Source: an optimization exercise on an open RTL-to-GDS flow (aim: small area). Production flows keep margins and buffers that such runs may drop.
At most, simulation tests tie the RTL to the original design; equivalence was not proved.
The flow treats the clock pin as an ideal source. Dropping or thinning the clock tree relies on that and would not hold on a real chip.
Power figures rest on the tool's default switching activity, not on a simulated workload.

==> 02-07: inputs <==
==> flow/design.v (excerpt) <==
module i4004_dec (
    input  wire        clk,
    input  wire        rst,           
    input  wire [7:0]  prog_byte,     
    input  wire [3:0]  din,           
    input  wire        test,          
    output wire [11:0] fetch_addr,    
    output wire        opcode_next,   
    output reg         ev_valid,      
    output reg         ev_write,      
    output wire [2:0]  ev_kind,       
    output wire [2:0]  ev_bank,       
    output wire [7:0]  ev_data,       
    output reg  [3:0]  acc,
    output reg         cy,
    output wire        fault
);
make LEC_CHECK=0 CAP_MARGIN=20 CORE_MARGIN=2 CORE_UTILIZATION=40 CTS_BUF_LIST=sky130_fd_sc_hd__clkbuf_8 CTS_CLUSTER_SIZE=30 SLEW_MARGIN=20 finish   # period 10.0 ns
run.sh (not shown) runs the stock make flow with config.mk's settings and CLKGATE_MAP_FILE= SYNTH_SCRIPT=/design/flow/synth_recipe.tcl, a recipe that flattens the netlist after the stock synthesis.
==> inputs of 02-04, as changes to 02-07 <==
Settings changed: CTS_CLUSTER_SIZE 30 to unset.
==> summary of the runs <==
Worst setup slack is the same in 02-07 and 02-04.
In power, 02-07 and 02-04 do not differ.
Non-clock buffer count is the same in 02-04 and 02-07.
Via count is the same in 02-04 and 02-07.
Clock power is about the same in 02-07 and 02-04.
In wire length, 02-04 and 02-07 do not differ.
In first-iteration DRC count, 02-07 and 02-04 do not differ.
In count of clock-buffer cells in the layout, 02-07 and 02-04 do not differ.
In final cell count, 02-07 and 02-04 do not differ.
Function was not checked in any run of this note: the RTL went through the layout flow alone.


==> harbor <==
Another version of the RTL of i4004_dec (not shown whole).
clock: 10.0 ns
lec_check: 0
cap_margin: 20
core_margin: 2
core_utilization: 65
slew_margin: 20
standard.sh (not shown) runs the stock make flow with config.mk's settings and CLKGATE_MAP_FILE= SYNTH_SCRIPT=/design/flow/synth_recipe.tcl, a recipe that flattens the netlist after the stock synthesis.
==> flow/flow/run.sh <==
#!/bin/bash
# Own layout flow: the standard flow (standard.sh) with three changes:
#  * synthesis maps the logic with an area-oriented ABC script (abc_area.script,
#    used in place of ORFS's abc_speed.script); everything else in synthesis,
#    including the registers, is the standard synthesis;
#  * the port buffers that global placement inserts are sky130_fd_sc_hd__buf_1;
#  * the clock tree is built by clock_tree.tcl (sourced before ORFS's CTS
#    step): the clock port drives one root clock buffer, which drives a few
#    clock buffers, each driving one balanced cluster of registers; the rest
#    of ORFS's CTS step (legalisation, timing repair) runs as usual.
# Each step's full output goes to a log file in this folder (and ORFS's own
# logs under orfs/logs).
set -euo pipefail
W=$(pwd)
mkdir -p sdir
cp -r "$FLOW_HOME"/scripts/. sdir/
cp flow/abc_area.script sdir/abc_speed.script
SCRIPTS_DIR="$W/sdir" bash standard.sh synth > synth.log 2>&1
export BUFFER_PORTS_ARGS="-buffer_cell sky130_fd_sc_hd__buf_1"
export PRE_CTS_TCL="$W/flow/clock_tree.tcl"
export CTS_M_N=6
export CTS_M_ROOT=sky130_fd_sc_hd__clkbuf_8
export CTS_M_BUF=sky130_fd_sc_hd__clkbuf_16
bash standard.sh > layout.log 2>&1
==> flow/flow/abc_area.script <==
strash
&get -n
&deepsyn -T 60
&put
dc2
dc2
dch -f
amap
==> flow/flow/clock_tree.tcl <==
# Manual clock tree: the clock port drives CTS_M_N clock buffers; each drives
# the registers of one cluster (k-means on register positions). Replaces
# clock_tree_synthesis for this step.
set nbuf [expr {[info exists ::env(CTS_M_N)] ? $::env(CTS_M_N) : 4}]
set bufm [expr {[info exists ::env(CTS_M_BUF)] ? $::env(CTS_M_BUF) : "sky130_fd_sc_hd__clkbuf_16"}]
set db [ord::get_db]
set block [[$db getChip] getBlock]
set clknet [$block findNet clk]
set sinks {}
foreach it [$clknet getITerms] {
  set inst [$it getInst]
  set bb [$inst getBBox]
  lappend sinks [list $it [expr {([$bb xMin] + [$bb xMax]) / 2.0}] [expr {([$bb yMin] + [$bb yMax]) / 2.0}]]
}
set n [llength $sinks]
# initial centres: spread along sorted x then y
set cx {}; set cy {}
set sx [lsort -real -index 1 $sinks]
for {set k 0} {$k < $nbuf} {incr k} {
  set s [lindex $sx [expr {int(($k + 0.5) * $n / $nbuf)}]]
  lappend cx [lindex $s 1]; lappend cy [lindex $s 2]
}
# balanced k-means: assign each sink to the nearest centre with room
set cap [expr {int(ceil(double($n) / $nbuf))}]
for {set iter 0} {$iter < 30} {incr iter} {
  set pairs {}
  set i 0
  foreach s $sinks {
    for {set k 0} {$k < $nbuf} {incr k} {
      set d [expr {abs([lindex $s 1] - [lindex $cx $k]) + abs([lindex $s 2] - [lindex $cy $k])}]
      lappend pairs [list $d $i $k]
    }
    incr i
  }
  set pairs [lsort -real -index 0 $pairs]
  set assign [lrepeat $n -1]
  set cnt [lrepeat $nbuf 0]
  foreach p $pairs {
    lassign $p d i k
    if {[lindex $assign $i] >= 0} continue
    if {[lindex $cnt $k] >= $cap} continue
    lset assign $i $k
    lset cnt $k [expr {[lindex $cnt $k] + 1}]
  }
  set sumx [lrepeat $nbuf 0.0]; set sumy [lrepeat $nbuf 0.0]
  set i 0
  foreach s $sinks {
    set k [lindex $assign $i]
    lset sumx $k [expr {[lindex $sumx $k] + [lindex $s 1]}]
    lset sumy $k [expr {[lindex $sumy $k] + [lindex $s 2]}]
    incr i
  }
  for {set k 0} {$k < $nbuf} {incr k} {
    if {[lindex $cnt $k] > 0} {
      lset cx $k [expr {[lindex $sumx $k] / [lindex $cnt $k]}]
      lset cy $k [expr {[lindex $sumy $k] / [lindex $cnt $k]}]
    }
  }
}
set master [$db findMaster $bufm]
# optional root buffer between the clock port and the cluster buffers
set rootm [expr {[info exists ::env(CTS_M_ROOT)] ? $::env(CTS_M_ROOT) : ""}]
set srcnet $clknet
if {$rootm ne ""} {
  set sx 0.0; set sy 0.0
  for {set k 0} {$k < $nbuf} {incr k} { set sx [expr {$sx + [lindex $cx $k]}]; set sy [expr {$sy + [lindex $cy $k]}] }
  set rinst [odb::dbInst_create $block [$db findMaster $rootm] "clkbuf_m_root"]
  $rinst setLocation [expr {int($sx / $nbuf)}] [expr {int($sy / $nbuf)}]
  $rinst setPlacementStatus PLACED
  set srcnet [odb::dbNet_create $block "clknet_m_root"]
  $srcnet setSigType CLOCK
  [$rinst findITerm A] connect $clknet
  [$rinst findITerm X] connect $srcnet
}
for {set k 0} {$k < $nbuf} {incr k} {
  set inst [odb::dbInst_create $block $master "clkbuf_m_$k"]
  $inst setLocation [expr {int([lindex $cx $k])}] [expr {int([lindex $cy $k])}]
  $inst setPlacementStatus PLACED
  set net [odb::dbNet_create $block "clknet_m_$k"]
  $net setSigType CLOCK
  [$inst findITerm A] connect $srcnet
  [$inst findITerm X] connect $net
  set nets($k) $net
}
set i 0
foreach s $sinks {
  set it [lindex $s 0]
  $it disconnect
  $it connect $nets([lindex $assign $i])
  incr i
}
$clknet setSigType CLOCK
puts "manual clock tree: $nbuf x $bufm for $n sinks"
rename clock_tree_synthesis _orfs_clock_tree_synthesis
proc clock_tree_synthesis {args} {
  set_propagated_clock [all_clocks]
}
==> inputs of pepper, as changes to harbor <==
--- a/flow/design.v
+++ b/flow/design.v
@@ -139,15 +139,15 @@
         else     phase <= ph_nx;
     end
     wire st_rd = !opr[3] && opr[1] && (opr[2] || (!opr[0] && opa[0]));
     always @(posedge clk) begin
         stash    <= st_rd ? rd : opa;
         ev_hi    <= rd_e;
         ev_write <= opr[3];
-        ev_valid <= !rst && ph_start && (i_src || i_wr);
+        ev_valid <= !rst && go && (i_src || i_wr);
     end
     assign ev_kind = ev_write ? stash[2:0] : 3'd0;
     assign ev_data = ev_write ? {4'd0, acc} : {ev_hi, stash};
     assign ev_bank = bank;
     wire isz_nz   = (stash != 4'hF);
     wire jcn_take = ((stash[2] && acc == 4'd0) || (stash[1] && cy) || (stash[0] && !test)) ^ stash[3];
     wire take     = phase[0] ? isz_nz : jcn_take;
@@ -190,19 +190,19 @@
                       (ph_pair && stash[3:1] == gi[3:1]) ||
                       (w_s && opa == gi[3:0]);
             always @(posedge clk) begin
                 if (we) r[gi] <= gi[0] ? wd_o : wd_e;
             end
         end
     endgenerate
-    wire o_89 = ph_start & (opr[3:1] == 3'b100);       
-    wire o_ab = ph_start & (opr[3:1] == 3'b101);       
-    wire o_cd = ph_start & (opr[3:1] == 3'b110);       
-    wire o_e  = ph_start & (opr == 4'hE);
-    wire o_f  = ph_start & (opr == 4'hF);
+    wire o_89 = go & (opr[3:1] == 3'b100);       
+    wire o_ab = go & (opr[3:1] == 3'b101);       
+    wire o_cd = go & (opr[3:1] == 3'b110);       
+    wire o_e  = go & (opr == 4'hE);
+    wire o_f  = go & (opr == 4'hF);
     wire e_ar = o_e & opa[3] & !opa[2] & (opa[1] ~^ opa[0]);               
     wire e_rd = o_e & opa[3] & ((opa[1] ^ opa[0]) | opa[2]);               
     wire f_clb = o_f & (opa == 4'h0);
     wire f_clc = o_f & (opa == 4'h1);
     wire f_iac = o_f & (opa == 4'h2);
     wire f_cmc = o_f & (opa == 4'h3);
     wire f_cma = o_f & (opa == 4'h4);
==> flow/flow/run.sh (replaced) <==
#!/bin/bash
# Own layout flow: the standard flow (standard.sh) with two changes:
#  * synthesis maps the logic with an area-oriented ABC script (abc_area.script,
#    used in place of ORFS's abc_speed.script); everything else in synthesis,
#    including the registers, is the standard synthesis;
#  * the port buffers that global placement inserts are sky130_fd_sc_hd__buf_1.
# Each step's full output goes to a log file in this folder (and ORFS's own
# logs under orfs/logs).
set -euo pipefail
W=$(pwd)
mkdir -p sdir
cp -r "$FLOW_HOME"/scripts/. sdir/
cp flow/abc_area.script sdir/abc_speed.script
SCRIPTS_DIR="$W/sdir" bash standard.sh synth > synth.log 2>&1
BUFFER_PORTS_ARGS="-buffer_cell sky130_fd_sc_hd__buf_1" bash standard.sh > layout.log 2>&1
==> flow/flow/abc_area.script (replaced) <==
strash
dch -f
amap
==> flow/config.mk (replaced) <==
export PLATFORM = sky130hd
export DESIGN_NAME = i4004_dec
export DESIGN_NICKNAME = i4004_dec
export VERILOG_FILES = /design/flow/design.v
export SDC_FILE = /design/flow/constraint.sdc
export NUM_CORES = 4
export LEC_CHECK = 0
export CAP_MARGIN = 0
export CORE_MARGIN = 2
export CORE_UTILIZATION = 40
export CTS_BUF_LIST = sky130_fd_sc_hd__clkbuf_8
export GPL_TIMING_DRIVEN = 0
export SLEW_MARGIN = 0
removed: flow/flow/clock_tree.tcl
==> Flow_metrics.wiki <==
{| class="wikitable"
! Metric !! Value
|-
| Number of distinct library cell variants in the gate-level netlist after synthesis || 41
|-
| Run status || timing/DRC/antenna clean
|-
| Layout-stage area growth over the synthesis result || 13.5%
|-
| Maximum clock frequency || 0.127 GHz
|-
| Placer congestion estimate || 0.931
|-
| Area post-placement || 7570 um^2
|-
| Number of non-filler instances in the completed layout || 940
|-
| Detailed router's first-iteration violation count || 738
|-
| First-pass GRT wire length || 30600 um
|-
| Start point of the worst min-delay path || stk[1][11]$_DFFE_PP_
|-
| Worst R2R Start || r[0][0]$_DFFE_PP_
|-
| Hold Slack || 462 ps
|-
| Terminus of the critical flop-to-flop path || acc[2]$_SDFF_PP0_
|-
| Overall power after layout || 1.41 mW
|-
| Compound-cell area share of the yosys netlist || 0.207
|-
| Simple-gate area share of the yosys netlist || 0.114
|}
That was pepper.
==> Flow_metrics.wiki <==
{| class="wikitable"
! Metric !! Value
|-
| Number of distinct library cell variants in the gate-level netlist after synthesis || 40
|-
| Placer congestion estimate || 1.02
|-
| Compound-cell area share of the yosys netlist || 0.208
|-
| Area post-placement || 7300 um^2
|-
| Layout-stage area growth over the synthesis result || 7.68%
|-
| First-pass GRT wire length || 31000 um
|-
| Overall power after layout || 1.25 mW
|-
| Run status || timing/DRC/antenna clean
|-
| Maximum clock frequency || 0.146 GHz
|-
| Detailed router's first-iteration violation count || 1040
|-
| Hold Slack || 469 ps
|-
| Number of non-filler instances in the completed layout || 814
|-
| Seq group || 0.766 mW
|}
That was harbor.
In harbor the design's own scripts or RTL, not TritonCTS, make the clock network.

port drivers added, routing unchanged:
How much do the figures lean on ideal ports? The routed layouts below were timed once more, with nothing changed but the port constraints.
Step 1 (the two cells are an assumption about what drives the block):
set clk [get_ports {clk}]
set_driving_cell -lib_cell sky130_fd_sc_hd__clkbuf_16 $clk
set_driving_cell -lib_cell sky130_fd_sc_hd__buf_2 [delete_from_list [all_inputs] $clk]
Step 2 moves the port delays by t, midway between the first and last clock arrival at a register: inputs arrive t later, outputs are due t later. That takes back most of the time a late clock gives input paths.
Slacks: ideal ports / drivers / drivers and shift; pairs: ideal ports / drivers.
run | t (ns) | setup WS [ns] | hold WS [ns] | latest minus earliest clock arrival (ns) | worst data-port slew with drivers (ns)
02-07 | 0.506 | 3.160 / 3.176 / 2.670 | 0.508 / 0.508 / 0.508 | 0.020 / 0.020 | 0.03
02-04 | 0.506 | 3.160 / 3.176 / 2.670 | 0.508 / 0.508 / 0.508 | 0.020 / 0.020 | 0.03
harbor | 0.461 | 3.147 / 3.160 / 2.700 | 0.469 / 0.469 / 0.469 | 0.033 / 0.033 | 0.05
pepper | 0.504 | 2.157 / 2.174 / 1.670 | 0.462 / 0.462 / 0.462 | 0.016 / 0.016 | 0.07
After both steps setup and hold are still met in every run listed.
